What follows belongs to an exercise in optimizing a design on an open flow for small area and few clock cycles; a production flow would make more cautious choices.
In this exercise RTL edits were held to simulation tests only and were not proved equivalent to the original.
Power is estimated from default activity; no workload was simulated.

east:
==> flow/design.v (excerpt) <==
module ftdi_frame_codec (
    input  wire        clk,
    input  wire        rst,           
    input  wire        op_valid,
    input  wire [2:0]  op_code,       
    input  wire [15:0] op_arg,        
    output wire        op_ready,
    output wire        tx_valid,
    output reg  [7:0]  tx_data,
    input  wire        tx_ready,
    input  wire        rx_valid,
    input  wire [7:0]  rx_data,
    output wire        rx_ready,
    input  wire [4:0]  rd_idx,
    output wire [15:0] rd_sp,
    output wire [11:0] rd_samp0,
    output wire [11:0] rd_samp1,
    output wire [11:0] rd_samp2,
    output reg  [2:0]  phase,
    output reg  [2:0]  fault,
    output reg  [5:0]  n_count,
    output wire [10:0] wlen,
    output wire [7:0]  erl,
    output reg  [10:0] txcount,
    output reg  [7:0]  rlen,
    output wire [5:0]  nsamp,
    output wire [16:0] stat_sum,
    output wire [5:0]  stat_cnt,
    output wire        stat_valid
);
export LEC_CHECK = 0
export CAP_MARGIN = 20
export CORE_MARGIN = 2
export CORE_UTILIZATION = 40
export PLACE_DENSITY = 0.6
export SLEW_MARGIN = 20
export SYNTH_HIERARCHICAL = 1
create_clock -name core_clock -period 10.0 [get_ports {clk}]
standard.sh (not shown) runs the stock make flow with config.mk's settings and CLKGATE_MAP_FILE= SYNTH_SCRIPT=/design/flow/synth_recipe.tcl, a recipe that flattens the netlist after the stock synthesis.
==> flow/flow/run.sh <==
#!/bin/bash
# Standard ORFS layout, with
#  - an area-oriented re-mapping of the combinational logic of the standard
#    synthesis (registers, their names and cell types are kept as they are;
#    the read multiplexers' three-way AND-OR-invert cells are kept too),
#  - a leaner clock tree (no dummy loads, larger sink clusters),
#  - the smallest buffer on each port.
set -euo pipefail
here=$(pwd)
res=$here/orfs/results/$FLOW_PLATFORM/ftdi_frame_codec/base
lib=$FLOW_HOME/platforms/$FLOW_PLATFORM/lib/sky130_fd_sc_hd__tt_025C_1v80.lib

export CTS_ARGS="-sink_clustering_enable -repair_clock_nets -buf_list sky130_fd_sc_hd__clkbuf_8 -sink_clustering_size 18 -sink_clustering_max_diameter 60 -dont_use_dummy_load"
export BUFFER_PORTS_ARGS="-buffer_cell sky130_fd_sc_hd__buf_1"

# 1. standard synthesis
bash standard.sh synth > standard_synth.log 2>&1

# 2. re-map the combinational logic for area
seq=$(python3 flow/combmap.py "$lib")
yosys -q -l combmap.log -p "read_liberty -ignore_miss_func $lib; delete $seq sky130_fd_sc_hd__conb_1; write_verilog -noattr $here/combmap.v" > /dev/null 2>&1 || true
dontuse=$(grep -o -- "-dont_use [^ ]*" "$here/orfs/logs/$FLOW_PLATFORM/ftdi_frame_codec/base/1_2_yosys.log" | sort -u | tr '\n' ' ')
cp "$res/1_2_yosys.v" "$here/1_2_yosys_standard.v"
yosys -l post_synth.log -p "
read_liberty -lib $lib
read_verilog $here/1_2_yosys_standard.v
hierarchy -top $FLOW_TOP
select -set regs $FLOW_TOP/t:sky130_fd_sc_hd__df* $FLOW_TOP/t:sky130_fd_sc_hd__edf*
tee -o $here/regs_before.txt select -list @regs
techmap -map $here/combmap.v $FLOW_TOP/* $FLOW_TOP/t:sky130_fd_sc_hd__a222oi_1 %d
techmap
opt_expr
opt_clean -purge
abc -liberty $lib $dontuse -script $here/flow/area.abc
rename -hide $FLOW_TOP/w:*.*
opt_clean -purge
hilomap -singleton -hicell sky130_fd_sc_hd__conb_1 HI -locell sky130_fd_sc_hd__conb_1 LO
splitnets
opt_clean -purge
insbuf -buf sky130_fd_sc_hd__buf_4 A X
select -set regs2 $FLOW_TOP/t:sky130_fd_sc_hd__df* $FLOW_TOP/t:sky130_fd_sc_hd__edf*
tee -o $here/regs_after.txt select -list @regs2
stat -liberty $lib
write_verilog -noattr -nohex -nodec $here/1_2_yosys_area.v
" > /dev/null
# keep the standard netlist unless the registers are exactly the same
if cmp -s <(sort regs_before.txt) <(sort regs_after.txt); then
  cp "$here/1_2_yosys_area.v" "$res/1_2_yosys.v"
  rm -f "$res/1_synth.odb" "$res/1_synth.sdc"
  echo "post-synthesis re-mapping used" > post_synth_status.txt
else
  echo "registers differ; standard netlist kept" > post_synth_status.txt
fi

# 3. the rest of the layout
bash standard.sh > standard_finish.log 2>&1
Other scripts of this flow, unchanged in this note and not shown: flow/flow/area.abc, flow/flow/combmap.py
east completed every stage of the flow, and the final layout passed the timing, DRC and antenna checks.
Testbench counts of east, summed over its fixed seeds: cycles 23,344.
## Diff of input files: south against east
diff --git a/flow/flow/run.sh b/flow/flow/run.sh
--- a/flow/flow/run.sh
+++ b/flow/flow/run.sh
@@ -11,5 +11,5 @@
 lib=$FLOW_HOME/platforms/$FLOW_PLATFORM/lib/sky130_fd_sc_hd__tt_025C_1v80.lib
 
-export CTS_ARGS="-sink_clustering_enable -repair_clock_nets -buf_list sky130_fd_sc_hd__clkbuf_8 -sink_clustering_size 18 -sink_clustering_max_diameter 60 -dont_use_dummy_load"
+export CTS_ARGS="-sink_clustering_enable -repair_clock_nets -buf_list sky130_fd_sc_hd__clkbuf_8 -sink_clustering_size 20 -sink_clustering_max_diameter 60 -dont_use_dummy_load"
 export BUFFER_PORTS_ARGS="-buffer_cell sky130_fd_sc_hd__buf_1"
 
==> comparison <==
From east to south the numbers moved as follows: part of the power in registers up 0.2 points; via density per instance up 0.59%; sequential share of layout area flat.
| net switching power figure | south vs east | better |
First-iteration DRC count: lower on south
No run among south and east stopped early or left any final violation; all are clean.
Total global routing track utilization delta (south -> east): insignificant
Per the comparison of south with east, critical path data arrival time now larger; number of nets in the layout comparable.

## afterwards: timing with drivers on the ports
Ports are ideal in the flow. The routed layouts listed here were re-timed in OpenROAD.
Step 1 assumes that a clkbuf_16 drives the clock port and a buf_2 every other input.
Step 2 also shifts input and output timing later by t, the mid clock arrival at the registers, as if the neighbouring blocks saw the same clock.
Three values: ideal, step 1, step 2; two values: the first two.
| run | shift t [ns] | slack for setup (ns) | hold WS [ns] | worst setup path after step 2 |
|---|---|---|---|---|
| east | 0.812 | 0.381 / 0.319 / 0.624 | 0.286 / 0.286 / 0.286 | input to output |
| south | 0.805 | 0.347 / 0.283 / 0.558 | 0.276 / 0.276 / 0.276 | input to output |
After both steps every run listed still meets setup and hold.
